What follows belongs to an exercise in optimizing a design on an open flow for small area, a short achievable clock period and few clock cycles per item; a production flow would make more cautious choices.
The RTL was checked by simulation tests, not by an equivalence proof against the original design.
No activity file was given, so power comes from the tool's default toggle rates.

$ cat flow/design.v
module irig_tce (
    input  wire        clk,
    input  wire        rst,
    input  wire        load,
    input  wire        tick,
    input  wire [1:0]  rc,           
    output reg         cmd_ready,
    input  wire        tbl_we,
    input  wire [6:0]  tbl_addr,
    input  wire [7:0]  tbl_wdata,
    input  wire        cfg_irig,
    input  wire        cfg_year,
    input  wire        cfg_ieee,
    input  wire        leap_ins,
    input  wire        leap_del,
    input  wire [6:0]  leap_tyear,
    input  wire [8:0]  leap_tday,
    input  wire [4:0]  leap_thour,
    input  wire [5:0]  leap_tmin,
    input  wire        leap_warn,
    input  wire [6:0]  start_year,
    input  wire [8:0]  start_day,
    input  wire [4:0]  start_hour,
    input  wire [5:0]  start_min,
    input  wire [5:0]  start_sec,
    input  wire        dst_req,
    input  wire        dst_active0,
    input  wire [6:0]  dst_tyear,
    input  wire [8:0]  dst_tday,
    input  wire [4:0]  dst_thour,
    input  wire [5:0]  dst_tmin,
    input  wire        cfg_off_sign,
    input  wire [3:0]  cfg_off_hours,
    input  wire        cfg_off_half,
    input  wire [3:0]  tq,
    input  wire [3:0]  dut1,
    input  wire [10:0] fsync,
    input  wire [10:0] fhour,
    output reg         pd_valid,
    input  wire        pd_ready,
    output reg  [9:0]  pd_dur,
    output reg  [10:0] pd_freq,
    output reg  [1:0]  pd_level,
    output reg         fault,
    output reg  [2:0]  fcause,
    output reg  [6:0]  findex,
    output reg  [6:0]  ct_year,
    output reg  [8:0]  ct_day,
    output reg  [4:0]  ct_hour,
    output reg  [5:0]  ct_min,
    output reg  [5:0]  ct_sec,
    output reg         dst_active,
    output reg         dst_pend,
    output reg         off_sign,
    output reg  [3:0]  off_hours,
    output reg         off_half
);
    localparam [1:0] LVL_OFF = 2'd0, LVL_LOW = 2'd1, LVL_HIGH = 2'd2;
    localparam [1:0] K_ZERO = 2'd0, K_ONE = 2'd1, K_PI = 2'd2;
    localparam [1:0] G_TICK = 2'd0, G_NOTICK = 2'd1, G_MARK = 2'd2;
    localparam [1:0] ST_IDLE = 2'd0, ST_GRP = 2'd1, ST_BITS = 2'd2;
    function [5:0] enc;
        input [7:0] e;
        input       irig;
        reg   [3:0] op, a;
        begin
            op = e[7:4];
            a  = e[3:0];
            if (op >= 4'd13)
                enc = 6'h3B;
            else if (irig && (op == 4'd1 || op >= 4'd7))
                enc = 6'h3D;
            else begin
                case (op)
                    4'd0:  enc = (a >= 4'd3) ? 6'h3C : (a == 4'd0) ? 6'h00 :
                                 (a == 4'd1) ? 6'h30 : 6'h31;
                    4'd1:  enc = (a >= 4'd3) ? 6'h3C : (a == 4'd0) ? 6'h32 :
                                 (a == 4'd1) ? 6'h33 : 6'h34;
                    4'd2:  enc = {2'b00, a};
                    4'd3:  enc = 6'h35;
                    4'd4:  enc = {2'b01, a};
                    4'd5:  enc = 6'h10;
                    4'd6:  enc = 6'h36;
                    4'd7:  enc = 6'h37;
                    4'd8:  enc = 6'h38;
                    4'd9:  enc = 6'h39;
                    4'd10: enc = (a == 4'd0) ? 6'h00 : {2'b10, a};
                    default: enc = 6'h3A;
                endcase
            end
        end
    endfunction
    function cdec;               
        input [5:0] c;
        cdec = (c[5:4] == 2'b01) || (c == 6'h35) || (c == 6'h37);
    endfunction
    function [8:0] dcd;
        input [5:0] c;
        input [3:0] dg;
        input       curz;
        input [3:0] d1v;
        input       lw;
        input       act;
        reg   [3:0] m;
        reg         f;
        reg   [2:0] cs;
        reg   [1:0] k, ty;
        reg         dc;
        begin
            m  = c[3:0];
            f  = 1'b0;
            cs = 3'd0;
            k  = K_ZERO;
            ty = G_TICK;
            dc = 1'b0;
            case (c[5:4])
                2'd0: k = ((dg & m) != 4'd0) ? K_ONE : K_ZERO;
                2'd1: begin
                    dc = 1'b1;
                    k  = ((dg & m) != 4'd0) ? K_ONE : K_ZERO;
                end
                2'd2: k = ((d1v & m) != 4'd0) ? K_ONE : K_ZERO;
                default: begin
                    case (m)
                        4'd0:  k = K_ONE;
                        4'd1:  k = K_PI;
                        4'd2:  begin k = K_ZERO; ty = G_NOTICK; end
                        4'd3:  begin k = K_ONE;  ty = G_NOTICK; end
                        4'd4:  begin k = K_PI;   ty = G_NOTICK; end
                        4'd5:  begin k = K_PI;   dc = 1'b1; end
                        4'd6:  k = K_PI;
                        4'd7:  begin k = K_PI;   ty = G_NOTICK; dc = 1'b1; end
                        4'd8:  ty = G_MARK;
                        4'd9:  k = lw ? K_ONE : K_ZERO;
                        4'd10: k = act ? K_ONE : K_ZERO;
                        4'd12: begin f = 1'b1; cs = 3'd2; end
                        4'd13: begin f = 1'b1; cs = 3'd3; end
                        default: begin f = 1'b1; cs = 3'd1; end
                    endcase
                end
            endcase
            if (dc && curz) begin
                f  = 1'b1;
                cs = 3'd4;
            end
            dcd = {f, cs, k, dc, ty};
        end
    endfunction
    function [7:0] bcd7;         
        input [6:0] v;
        reg   [14:0] s;
        integer i;
        begin
            s = {8'd0, v};
            for (i = 0; i < 7; i = i + 1) begin
                if (s[10:7] >= 4'd5) s[10:7] = s[10:7] + 4'd3;
                if (s[14:11] >= 4'd5) s[14:11] = s[14:11] + 4'd3;
                s = s << 1;
            end
            bcd7 = s[14:7];
        end
    endfunction
    function [9:0] bcd9;         
        input [8:0] v;
        reg   [20:0] s;
        integer i;
        begin
            s = {12'd0, v};
            for (i = 0; i < 9; i = i + 1) begin
                if (s[12:9] >= 4'd5)  s[12:9]  = s[12:9]  + 4'd3;
                if (s[16:13] >= 4'd5) s[16:13] = s[16:13] + 4'd3;
                if (s[20:17] >= 4'd5) s[20:17] = s[20:17] + 4'd3;
                s = s << 1;
            end
            bcd9 = s[18:9];
        end
    endfunction
    function [3:0] inc10;
        input [3:0] v;
        inc10 = (v == 4'd9) ? 4'd0 : v + 4'd1;
    endfunction
    reg [5:0] wtab [0:60];
    reg [5:0] itab [0:49];
    always @(posedge clk) begin
        if (tbl_we) begin
            if (tbl_addr < 7'd61)
                wtab[tbl_addr[5:0]] <= enc(tbl_wdata, 1'b0);
            else if (tbl_addr >= 7'd64 && tbl_addr < 7'd114)
                itab[tbl_addr - 7'd64] <= enc(tbl_wdata, 1'b1);
        end
    end
    reg        zai;              
    reg [4:0]  cur;
    reg [1:0]  st;
    reg [1:0]  sub;
    reg        gx;               
    reg [1:0]  gtype, gkind;
    reg        gfsel, gfault;
    reg [2:0]  gcause;
    reg [1:0]  rc_q;
    reg [2:0]  settle;
    reg [6:0]  b;                
    reg        ph;               
    reg [3:0]  fpos, fframe;     
    reg [1:0]  kc;               
    reg [5:0]  e1;               
    reg [3:0]  d1;               
    reg [8:0]  k1;               
    reg        k1_fsel;          
    reg        lm_q, dfc_q, dpm_q;
    reg        arm_del_q, arm_ins_q, s59_q, m59_q, dge_q;
    reg [7:0]  by_q;             
    reg [9:0]  bd_q;             
    reg [7:0]  bh_q, bm_q, bs_q;
    reg [16:0] sbs_q;
    wire [8:0] ylen = (ct_year[1:0] == 2'b00) ? 9'd366 : 9'd365;
    always @(posedge clk) begin
        lm_q  <= (ct_year == leap_tyear) && (ct_day == leap_tday) &&
                 (ct_hour == leap_thour) && (ct_min == leap_tmin);
        dfc_q <= (ct_year == dst_tyear) && (ct_day == dst_tday) &&
                 ((ct_min != 6'd59 && ct_hour == dst_thour && ct_min + 6'd1 == dst_tmin) ||
                  (ct_min == 6'd59 && ct_hour + 5'd1 == dst_thour && dst_tmin == 6'd0));
        dpm_q <= (dst_tmin != 6'd0) ?
                     (ct_year == dst_tyear && ct_day == dst_tday && ct_hour == dst_thour &&
                      ct_min + 6'd1 == dst_tmin) :
                 (dst_thour != 5'd0) ?
                     (ct_year == dst_tyear && ct_day == dst_tday && ct_min == 6'd59 &&
                      ct_hour + 5'd1 == dst_thour) :
                 (dst_tday > 9'd1) ?
                     (ct_year == dst_tyear && ct_min == 6'd59 && ct_hour == 5'd23 &&
                      ct_day + 9'd1 == dst_tday) :
                     (ct_min == 6'd59 && ct_hour == 5'd23 && ct_day == ylen &&
                      ((dst_tyear == 7'd0 && ct_year == 7'd99) ||
                       (dst_tyear <= 7'd100 && ct_year + 7'd1 == dst_tyear) ||
                       (dst_tyear > 7'd100 && {1'b0, ct_year} + 8'd101 == {1'b0, dst_tyear})));
        arm_del_q <= !zai && leap_del && ct_sec == 6'd58 &&
                     (ct_year == leap_tyear) && (ct_day == leap_tday) &&
                     (ct_hour == leap_thour) && (ct_min == leap_tmin);
        arm_ins_q <= !zai && leap_ins && ct_sec == 6'd59 &&
                     (ct_year == leap_tyear) && (ct_day == leap_tday) &&
                     (ct_hour == leap_thour) && (ct_min == leap_tmin);
        s59_q <= (ct_sec == 6'd59);
        m59_q <= (ct_min == 6'd59);
        dge_q <= (ct_day >= ylen);
        by_q  <= bcd7(ct_year);
        bd_q  <= bcd9(ct_day);
        bh_q  <= bcd7({2'b00, ct_hour});
        bm_q  <= bcd7({1'b0, ct_min});
        bs_q  <= bcd7({1'b0, ct_sec});
        sbs_q <= {11'd0, ct_sec} + 17'd60 * {11'd0, ct_min} + 17'd3600 * {12'd0, ct_hour};
    end
    wire m59     = m59_q;
    wire ins_arm = arm_ins_q;
    wire wrap    = zai || arm_del_q || (!arm_ins_q && s59_q);
    wire [5:0] nsec = wrap ? 6'd0 : ins_arm ? 6'd60 : ct_sec + 6'd1;
    wire fire    = wrap && dst_pend && dfc_q;
    reg  [5:0] nmin;
    reg  [4:0] h1, h2, nhour;
    reg        hw, dw;
    reg  [8:0] dd, nday;
    reg  [6:0] nyear;
    reg        nact, npend, nosign, nohalf;
    reg  [3:0] nohours;
    always @* begin
        nmin = wrap ? (m59 ? 6'd0 : ct_min + 6'd1) : ct_min;
        h1   = (wrap && m59) ? ct_hour + 5'd1 : ct_hour;
        nact    = dst_active;
        npend   = dst_pend;
        nosign  = off_sign;
        nohours = off_hours;
        nohalf  = off_half;
        h2 = h1;
        if (fire) begin
            npend = 1'b0;
            nact  = !dst_active;
            if (!dst_active) begin
                h2 = h1 + 5'd1;
                if (!off_sign) begin
                    if (off_hours == 4'd15) begin
                        nosign  = 1'b1;
                        nohours = off_half ? 4'd7 : 4'd8;
                    end else
                        nohours = off_hours + 4'd1;
                end else begin
                    if (off_hours == 4'd0) begin
                        nosign  = 1'b0;
                        nohours = off_half ? 4'd0 : 4'd1;
                    end else
                        nohours = off_hours - 4'd1;
                end
            end else begin
                h2 = h1 - 5'd1;
                if (off_sign) begin
                    if (off_hours == 4'd15) begin
                        nosign  = 1'b0;
                        nohours = off_half ? 4'd7 : 4'd8;
                    end else
                        nohours = off_hours + 4'd1;
                end else begin
                    if (off_hours == 4'd0) begin
                        nosign  = 1'b1;
                        nohours = off_half ? 4'd0 : 4'd1;
                    end else
                        nohours = off_hours - 4'd1;
                end
            end
        end
        hw    = (h2 >= 5'd24);
        nhour = hw ? h2 - 5'd24 : h2;
        dd    = ct_day + {8'd0, hw};
        dw    = hw && dge_q;
        nday  = dw ? 9'd1 : dd;
        nyear = dw ? ((ct_year >= 7'd99) ? 7'd0 : ct_year + 7'd1) : ct_year;
    end
    reg  nextra;
    always @(posedge clk) nextra <= dw && leap_warn;
    wire [3:0] n_su = wrap ? 4'd0 : ins_arm ? 4'd0 : inc10(bs_q[3:0]);
    wire [3:0] n_st = wrap ? 4'd0 : ins_arm ? 4'd6 :
                      (bs_q[3:0] == 4'd9) ? bs_q[7:4] + 4'd1 : bs_q[7:4];
    wire [3:0] n_mu = wrap ? inc10(bm_q[3:0]) : bm_q[3:0];
    wire [3:0] n_yu = dw ? inc10(by_q[3:0]) : by_q[3:0];
    wire [3:0] iy_t = cfg_year ? by_q[7:4] : 4'd0;
    wire [3:0] iy_u = cfg_year ? by_q[3:0] : 4'd0;
    wire [13:0] cf_data = cfg_ieee ?
        {tq, off_half, off_hours, off_sign, dst_active, dst_pend && dpm_q,
         leap_del && lm_q, (leap_ins || leap_del) && lm_q} : 14'd0;
    reg [14:0] cf_q;
    always @(posedge clk)
        cf_q <= {cfg_ieee & (^cf_data ^ ^iy_t ^ ^iy_u ^ ^bd_q ^ ^bh_q ^ ^bm_q ^ ^bs_q), cf_data};
    function [3:0] wdig;         
        input [4:0] i;
        begin
            case (i)
                5'd0: wdig = by_q[7:4];
                5'd1: wdig = {2'b00, bd_q[9:8]};
                5'd2: wdig = bd_q[7:4];
                5'd3: wdig = bd_q[3:0];
                5'd4: wdig = bh_q[7:4];
                5'd5: wdig = bh_q[3:0];
                5'd6: wdig = bm_q[7:4];
                5'd7: wdig = bm_q[3:0];
                5'd8: wdig = by_q[3:0];
                default: wdig = 4'd0;
            endcase
        end
    endfunction
    function [3:0] idig;         
        input [4:0] i;
        begin
            case (i)
                5'd0:  idig = {3'd0, sbs_q[16]};
                5'd1:  idig = sbs_q[15:12];
                5'd2:  idig = sbs_q[11:8];
                5'd3:  idig = sbs_q[7:4];
                5'd4:  idig = sbs_q[3:0];
                5'd5:  idig = 4'd0;
                5'd6:  idig = {1'b0, cf_q[14:12]};
                5'd7:  idig = cf_q[11:8];
                5'd8:  idig = cf_q[7:4];
                5'd9:  idig = cf_q[3:0];
                5'd10: idig = iy_t;
                5'd11: idig = iy_u;
                5'd13: idig = {2'b00, bd_q[9:8]};
                5'd14: idig = bd_q[7:4];
                5'd15: idig = bd_q[3:0];
                5'd16: idig = bh_q[7:4];
                5'd17: idig = bh_q[3:0];
                5'd18: idig = bm_q[7:4];
                5'd19: idig = bm_q[3:0];
                5'd20: idig = bs_q[7:4];
                5'd21: idig = bs_q[3:0];
                default: idig = 4'd0;
            endcase
        end
    endfunction
    wire [4:0] cur_w  = wrap ? 5'd8 : cur;             
    wire       dec_w  = cdec(e1);
    wire       dec_i0 = cdec(itab[0]);
    reg  [2:0] ftab;
    always @* begin
        case (fframe)
            4'd0:    ftab = 3'd0;
            4'd6:    ftab = 3'd2;
            4'd7:    ftab = 3'd3;
            4'd8:    ftab = 3'd2;
            4'd9:    ftab = 3'd4;
            default: ftab = 3'd1;
        endcase
    end
    wire [5:0] faddr = {ftab, 3'b000} + {2'b00, ftab, 1'b0} + {2'b00, fpos};
    wire in_bits  = (st == ST_BITS);
    wire prime_e  = !cfg_irig || (st == ST_IDLE) || (in_bits && ((b == 7'd98 && ph) || b == 7'd99));
    wire prime_k  = !cfg_irig || (st == ST_IDLE) || (in_bits && b == 7'd99);
    wire        st_dec  = k1[2];
    wire [4:0]  cur_s   = cur - {4'd0, st_dec};
    wire [4:0]  eff_n   = cur_s - {4'd0, cdec(e1)};
    function [22:0] wdesc;       
        input [1:0]  ty;
        input [1:0]  kd;
        input [1:0]  sb;
        input [1:0]  rq;
        input [10:0] fm;
        reg   [9:0]  w, q;
        begin
            case (kd)
                K_ONE:   begin w = 10'd570; q = 10'd400; end
                K_PI:    begin w = 10'd770; q = 10'd200; end
                default: begin w = 10'd170; q = 10'd800; end
            endcase
            if (ty == G_MARK) q = 10'd200;
            if (rq == 2'd1)      q = q + 10'd10;
            else if (rq == 2'd2) q = q - 10'd10;
            case (ty)
                G_MARK:
                    wdesc = (sb == 2'd0) ? {10'd800, fm, LVL_HIGH} : {q, 11'd0, LVL_OFF};
                G_NOTICK:
                    wdesc = (sb == 2'd0) ? {10'd30, 11'd0, LVL_OFF} :
                            (sb == 2'd1) ? {w, 11'd100, LVL_LOW} : {q, 11'd0, LVL_OFF};
                default:
                    wdesc = (sb == 2'd0) ? {10'd5, 11'd1000, LVL_HIGH} :
                            (sb == 2'd1) ? {10'd25, 11'd0, LVL_OFF} :
                            (sb == 2'd2) ? {w, 11'd100, LVL_LOW} : {q, 11'd0, LVL_OFF};
            endcase
        end
    endfunction
    function [9:0] imark;
        input [1:0] kd;
        imark = (kd == K_ONE) ? 10'd5 : (kd == K_PI) ? 10'd8 : 10'd2;
    endfunction
    function [9:0] ispace;
        input [1:0] kd;
        input       b42;
        input [1:0] rq;
        reg   [9:0] s;
        begin
            s = (kd == K_ONE) ? 10'd5 : (kd == K_PI) ? 10'd2 : 10'd8;
            if (b42 && rq == 2'd1)      s = s + 10'd1;
            else if (b42 && rq == 2'd2) s = s - 10'd1;
            ispace = s;
        end
    endfunction
    function [1:0] glast;
        input [1:0] ty;
        glast = (ty == G_MARK) ? 2'd1 : (ty == G_NOTICK) ? 2'd2 : 2'd3;
    endfunction
    wire [10:0] fm_k1 = k1_fsel ? fhour : fsync;
    wire [10:0] fm_g  = gfsel ? fhour : fsync;
    wire accept_tick = cmd_ready && tick && !load && !fault;
    wire accept_load = cmd_ready && load;
    wire xfer        = pd_valid && pd_ready;
    reg [1:0] st_n;
    reg [2:0] settle_n;
    always @(posedge clk) begin
        if (prime_e) begin
            e1 <= cfg_irig ? itab[1] : wtab[nsec];
            d1 <= cfg_irig ? (dec_i0 ? n_st : n_su) :
                  (wrap ? (dec_w ? n_mu : n_yu) : wdig(cur_w - {4'd0, dec_w}));
        end
        if (prime_k) begin
            k1      <= cfg_irig ? dcd(itab[0], d1, 1'b0, dut1, leap_warn, nact) :
                                  dcd(e1, d1, cur_w == 5'd0, dut1, leap_warn, nact);
            k1_fsel <= (nmin == 6'd0);
        end
        st_n     = st;
        settle_n = (settle != 3'd0) ? settle - 3'd1 : 3'd0;
        if (rst) begin
            st_n     = ST_IDLE;
            settle_n = 3'd0;
            pd_valid <= 1'b0;
        end else if (accept_load) begin
            ct_year    <= start_year;
            ct_day     <= start_day;
            ct_hour    <= start_hour;
            ct_min     <= start_min;
            ct_sec     <= start_sec;
            zai        <= 1'b0;
            dst_active <= dst_active0;
            dst_pend   <= dst_req;
            off_sign   <= cfg_off_sign;
            off_hours  <= cfg_off_hours;
            off_half   <= cfg_off_half;
            cur        <= cfg_irig ? 5'd21 : 5'd8;
            fault      <= 1'b0;
            fcause     <= 3'd0;
            findex     <= 7'd0;
            settle_n   = 3'd4;
        end else if (accept_tick) begin
            ct_year    <= nyear;
            ct_day     <= nday;
            ct_hour    <= nhour;
            ct_min     <= nmin;
            ct_sec     <= nsec;
            zai        <= ins_arm;
            dst_active <= nact;
            dst_pend   <= npend;
            off_sign   <= nosign;
            off_hours  <= nohours;
            off_half   <= nohalf;
            rc_q       <= rc;
            settle_n   = 3'd4;
            gtype  <= k1[1:0];
            gkind  <= k1[4:3];
            gfsel  <= k1_fsel;
            gfault <= k1[8];
            gcause <= k1[7:5];
            if (nextra) begin
                gx       <= 1'b1;
                sub      <= 2'd0;
                pd_valid <= 1'b1;
                {pd_dur, pd_freq, pd_level} <= wdesc(G_TICK, K_ZERO, 2'd0, 2'd0, 11'd0);
                st_n = ST_GRP;
                if (cfg_irig)
                    cur <= 5'd21;
                else
                    cur <= cur_w - {4'd0, k1[2] && !k1[8]};
            end else if (k1[8]) begin
                fault  <= 1'b1;
                fcause <= k1[7:5];
                findex <= cfg_irig ? 7'd0 : {1'b0, nsec};
                cur    <= cfg_irig ? 5'd21 : cur_w;
            end else if (!cfg_irig) begin
                gx       <= 1'b0;
                sub      <= 2'd0;
                pd_valid <= 1'b1;
                {pd_dur, pd_freq, pd_level} <= wdesc(k1[1:0], 2'd0, 2'd0, 2'd0, fm_k1);
                cur      <= cur_w - {4'd0, k1[2]};
                st_n = ST_GRP;
            end else begin
                pd_valid <= 1'b1;
                {pd_dur, pd_freq, pd_level} <= {imark(k1[4:3]), 11'd1000, LVL_HIGH};
                kc     <= k1[4:3];
                cur    <= 5'd21 - {4'd0, k1[2]};
                b      <= 7'd0;
                ph     <= 1'b0;
                fpos   <= 4'd2;
                fframe <= 4'd0;
                case (5'd21 - {4'd0, k1[2]} - {4'd0, cdec(e1)})
                    5'd21:   d1 <= n_su;
                    5'd20:   d1 <= n_st;
                    default: d1 <= n_mu;
                endcase
                st_n = ST_BITS;
            end
        end else if (xfer) begin
            if (st == ST_GRP) begin
                if (sub == (gx ? 2'd3 : glast(gtype))) begin
                    if (gx && !cfg_irig) begin
                        gx  <= 1'b0;
                        sub <= 2'd0;
                        if (gfault) begin
                            fault    <= 1'b1;
                            fcause   <= gcause;
                            findex   <= {1'b0, ct_sec};
                            pd_valid <= 1'b0;
                            st_n = ST_IDLE;
                        end else
                            {pd_dur, pd_freq, pd_level} <= wdesc(gtype, gkind, 2'd0, rc_q, fm_g);
                    end else if (gx) begin
                        gx <= 1'b0;
                        if (k1[8]) begin
                            fault    <= 1'b1;
                            fcause   <= k1[7:5];
                            findex   <= 7'd0;
                            pd_valid <= 1'b0;
                            st_n = ST_IDLE;
                        end else begin
                            {pd_dur, pd_freq, pd_level} <= {imark(k1[4:3]), 11'd1000, LVL_HIGH};
                            kc     <= k1[4:3];
                            cur    <= cur_s;
                            b      <= 7'd0;
                            ph     <= 1'b0;
                            fpos   <= 4'd2;
                            fframe <= 4'd0;
                            d1     <= idig(eff_n);
                            st_n = ST_BITS;
                        end
                    end else begin
                        pd_valid <= 1'b0;
                        st_n = ST_IDLE;
                    end
                end else begin
                    sub <= sub + 2'd1;
                    if (gx)
                        {pd_dur, pd_freq, pd_level} <= wdesc(G_TICK, K_ZERO, sub + 2'd1, rc_q, fm_g);
                    else
                        {pd_dur, pd_freq, pd_level} <= wdesc(gtype, gkind, sub + 2'd1, rc_q, fm_g);
                end
            end else if (st == ST_BITS) begin
                if (!ph) begin
                    ph <= 1'b1;
                    {pd_dur, pd_freq, pd_level} <=
                        {ispace(kc, b == 7'd42, rc_q), 11'd1000, LVL_LOW};
                    if (!prime_k)
                        k1 <= dcd(e1, d1, cur == 5'd0, dut1, leap_warn, dst_active);
                    if (!prime_e)
                        e1 <= itab[faddr];
                    if (fpos == 4'd9) begin
                        fpos   <= 4'd0;
                        fframe <= fframe + 4'd1;
                    end else
                        fpos <= fpos + 4'd1;
                end else if (b == 7'd99) begin
                    pd_valid <= 1'b0;
                    st_n = ST_IDLE;
                end else if (k1[8]) begin
                    fault    <= 1'b1;
                    fcause   <= k1[7:5];
                    findex   <= b + 7'd1;
                    pd_valid <= 1'b0;
                    st_n = ST_IDLE;
                end else begin
                    ph <= 1'b0;
                    b  <= b + 7'd1;
                    {pd_dur, pd_freq, pd_level} <= {imark(k1[4:3]), 11'd1000, LVL_HIGH};
                    kc  <= k1[4:3];
                    cur <= cur_s;
                    if (!prime_e)
                        d1 <= idig(eff_n);
                end
            end
        end
        if (tbl_we && !rst)
            settle_n = 3'd4;
        st        <= st_n;
        settle    <= settle_n;
        cmd_ready <= (st_n == ST_IDLE) && (settle_n == 3'd0);
    end
endmodule
$ cat flow/run.sh
#!/bin/bash
# synth_recipe.tcl (not shown) runs the flow's synth.tcl, then flattens the netlist and writes it again
# the make line also repeats each setting of config.mk as NAME=value (left out here)
make -C /OpenROAD-flow-scripts/flow DESIGN_CONFIG=/design/flow/config.mk WORK_HOME=/design/flow/orfs CLKGATE_MAP_FILE= SYNTH_SCRIPT=/design/flow/synth_recipe.tcl finish
$ cat flow/config.mk
export PLATFORM = sky130hd
export DESIGN_NAME = irig_tce
export DESIGN_NICKNAME = irig_tce
export VERILOG_FILES = /design/flow/design.v
export SDC_FILE = /design/flow/constraint.sdc
export NUM_CORES = 4
export LEC_CHECK = 0
export CAP_MARGIN = 20
export CORE_MARGIN = 2
export CORE_UTILIZATION = 40
export PLACE_DENSITY = 0.6
export SLEW_MARGIN = 20
$ cat flow/constraint.sdc
create_clock -name core_clock -period 13.0 [get_ports {clk}]
set_input_delay 2.6000 -clock core_clock [delete_from_list [all_inputs] [get_ports {clk}]]
set_output_delay 2.6000 -clock core_clock [all_outputs]
set_load 0.01 [all_outputs]
==> flow_summary.ini <==
[outcome]
status = finished clean

[logic_synthesis]
avgSynthCellArea_um2 = 11.8
synth-main-ff-cell = edfxtp_1
ys_seq_area_share_pct = 54.5
synth-seq-cells = 884
synthCells = 3977
synth.distinct_cells = 95
async_flop_share_pct = 0
netlist_area_um2 = 46800
ys_warn_count = 1
syn_nets = 4327
synth_edf_count = 780

[timing]
max-slew-margin-rel_pct = 22.5
finalCritPeriodShare_pct = 53.4
tns_ns = 0
worstMarginPinSlew_ns = 1.16
drv_slew = 0
setup-violations-final = 0
fin_skew_ns = 0.0290
timing.fmax_mhz = 144
period_needed_ns = 6.94
rsz0062_at_grt = false
hold_violations = 0

[drt]
via_per_inst = 5.77
wl_per_cell_um = 23.0
num_vias = 33000
first_pass_iters = 6
drc_errors = 0
totalWireLength_um = 132000
detail-route-antenna-nets = 0
drtIter0Drc = 2985

[pwr]
ir_worst_vdd_v = 0.000133
comb_power_share_pct = 21.3
p_leak_nw = 19.1
p_switching_mw = 2.23
pwr-share-seq_pct = 43.5
p_per_area_nw_per_um2 = 143
p_int_mw = 5.47
sw_frac_of_total_pct = 29.0
clock_power_share_pct = 35.2

[flow_run]
max_cap_viol_count = 0

[clocking]
cts_root_buffer = clkbuf_16
cts_max_level = 3
clk-insertion-delay-late_ns = 0.69
cts_made_buffers = 97
path_clk_slew_ns = 0.06
cts_tree = yes
cts_hold_buf = 0
cts_resized = 0
postCtsSetupBuffers = 0
clockBufferDepth = 3
clock-sinks = 884

[layout]
final_cells = 5724
layout_commonest_cell = edfxtp_1
drive_above_1_share_pct = 9.62
final_core_util_pct = 46.4
area_growth_pct = 15.0
nets = 4470
layout_common_cells = edfxtp_1, nand2_1, nor2_1, clkdlybuf4s50_1, a21oi_1
diodes = 0
fin_area_um2 = 53800

[setup_path]
crit_path_start_kind = flip-flop
critPathMaxFanout = 11
timing.critical_path.slowest_cell_delay_ns = 0.64
slowest_stage = edfxtp_1
crit_top_cell = ha_1
crit_path_end_kind = flip-flop
critical_path_class = flip-flop to flip-flop
cp.required_ns = 13.54
cp.arrival_ns = 7.48

[global_routing]
grt_max_degree = 69
first_global_vias = 32200
antenna_found_initial = 0
grt_usage_pct = 21.6
overflow = 0
grt_pass1_wl_um = 200000

[placement]
dp_hpwl_um = 88900
gp_congestion = 0.948
placed_area_um2 = 50700
dp.cells = 5545
placement.io_buffers = 230

[floorplanning]
die_x_um = 346
core_area_um2 = 116000
dieArea_um2 = 120000
initial_core_util_pct = 40.3
dieHeight_um = 346
ios = 231
std_cell_rows = 125

[min_path]
hold_path_class = flip-flop to flip-flop
-- Yosys cell counts, drive strengths merged, types with 15 or more instances --
| cell | count | area share, % |
|---|---|---|
| edfxtp | 780 | 50 |
| nand2 | 389 | 3.1 |
| nor2 | 311 | 2.5 |
| a21oi | 221 | 2.4 |
| clkbuf | 196 | 1.6 |
| o21ai | 180 | 1.9 |
| ha | 178 | 4.8 |
| mux2i | 152 | 3.3 |
| xnor2 | 152 | 2.9 |
| inv | 134 | 1.1 |
| nand3 | 117 | 1.3 |
| mux4 | 110 | 5.3 |
| dfxtp | 104 | 4.4 |
| a211oi | 72 | 1.2 |
| nor3 | 71 | 0.76 |
| xor2 | 68 | 1.3 |
| and2 | 57 | 0.76 |
| buf | 48 | 0.47 |
| a311oi | 47 | 0.88 |
| nand2b | 38 | 0.51 |
| a31oi | 37 | 0.49 |
| mux2 | 36 | 0.87 |
| a21o | 28 | 0.45 |
| nor2b | 28 | 0.37 |
| and3 | 27 | 0.36 |
| o221ai | 27 | 0.51 |
| o211ai | 26 | 0.42 |
| o22ai | 26 | 0.35 |
| nand4 | 24 | 0.32 |
| nor4 | 21 | 0.29 |
| nor3b | 19 | 0.30 |
| a22oi | 18 | 0.29 |
| fa | 18 | 0.77 |
| a21boi | 17 | 0.27 |
| a221oi | 15 | 0.28 |
-- path summary, 6_finish.rpt --
check | startpoint | to | slack (ns) | depth (start not counted)
hold reg to reg | settle[0]$_DFF_P_ | settle[0]$_DFF_P_ | 0.47 | 1
setup reg to reg | ct_day[6]$_DFFE_PP_ | bd_q[2]$_DFF_P_ | 6.06 | 30
setup / recovery | ct_day[6]$_DFFE_PP_ | bd_q[2]$_DFF_P_ | 6.06 | 30
hold / removal | settle[0]$_DFF_P_ | settle[0]$_DFF_P_ | 0.47 | 1
-- layout make-up --
cell class | instances | area, um2
fill | 10500 | 62200
sequential | 884 | 25500
multi-input combinational | 2712 | 20000
timing repair buffer | 288 | 2730
clock buffer | 122 | 2580
tap | 1524 | 1910
clock inverter | 57 | 552
inverter | 137 | 514
-- registers in the layout (all words and copies together), names as in the netlist, 9 cells and up --
name     cells
wtab       366
itab       300
sbs_q       17
cf_q        15
pd_freq     11
bd_q        10
pd_dur      10
ct_day       9
k1           9
-- per-layer routing --
metal	global-route usage [%]	up-vias	routed length, um
li1	-	15200	-
met1	30.3	16300	57700
met2	35.1	1244	61900
met3	2.91	200	8770
met4	6.07	0	3220
met5	0	-	0
-- metrics by stage --
step	total power, mW	hold slack, ns	setup slack [ns]
after floorplan	4.55	0.430	6.07
after global placement	5.02	0.467	6.37
after detailed placement	5.03	0.466	6.19
after CTS	7.75	0.481	6.11
after global routing	8.04	0.509	5.52
final	7.70	0.474	6.06
-- worst max-delay path: cells and delay by family (launching register included) --
kind            cells  cell delay [ns]
mux                 1             0.13
xor+xnor            5             1.44
buf+inv             4             0.35
compound gates      7             1.42
simple gates        6             1.05
flops               1             0.64
fa+ha+maj           7             1.75
-- power by group through the flow --
stage	clock network, mW	logic [mW]	registers, mW
5_1_grt	2.87	1.81	3.36
3_3_place_gp	0	1.61	3.41
2_1_floorplan	0	1.21	3.34
4_1_cts	2.76	1.64	3.35
3_5_place_dp	0	1.63	3.41
6_report	2.71	1.64	3.35
-- kinds of logic after synthesis --
kind of cell / Yosys count / share of synthesized area (%)
xor+xnor: 220 / 4.13
fa+ha+maj: 197 / 5.55
simple gates: 1161 / 11.5
mux: 298 / 9.42
compound gates: 836 / 11.7
buf+inv: 381 / 3.14
flops: 884 / 54.5
Testbench counts, summed over its fixed seeds: cycles 43,892, items 40,182.

[re-timing with driven ports]
No port has a modelled driver above. Below, the same layout with a new extraction and two added sets of constraints.
Step 1 assumes that a clkbuf_16 drives the clock port and a buf_2 every other input.
Step 2 also shifts input and output timing later by t, the mid clock arrival at the registers, as if the neighbouring blocks saw the same clock.
a / b / c = ideal / step 1 / step 2; a / b = the first two.
shift t [ns]: 0.750
setup slack, ns: 6.056 / 6.056 / 6.056
worst register clock-pin slew, ns: 0.07 / 0.07
After both steps this run still meets setup and hold. The setup slack of this run moves by 0.000 ns with the drivers and by 0.000 ns with both steps.
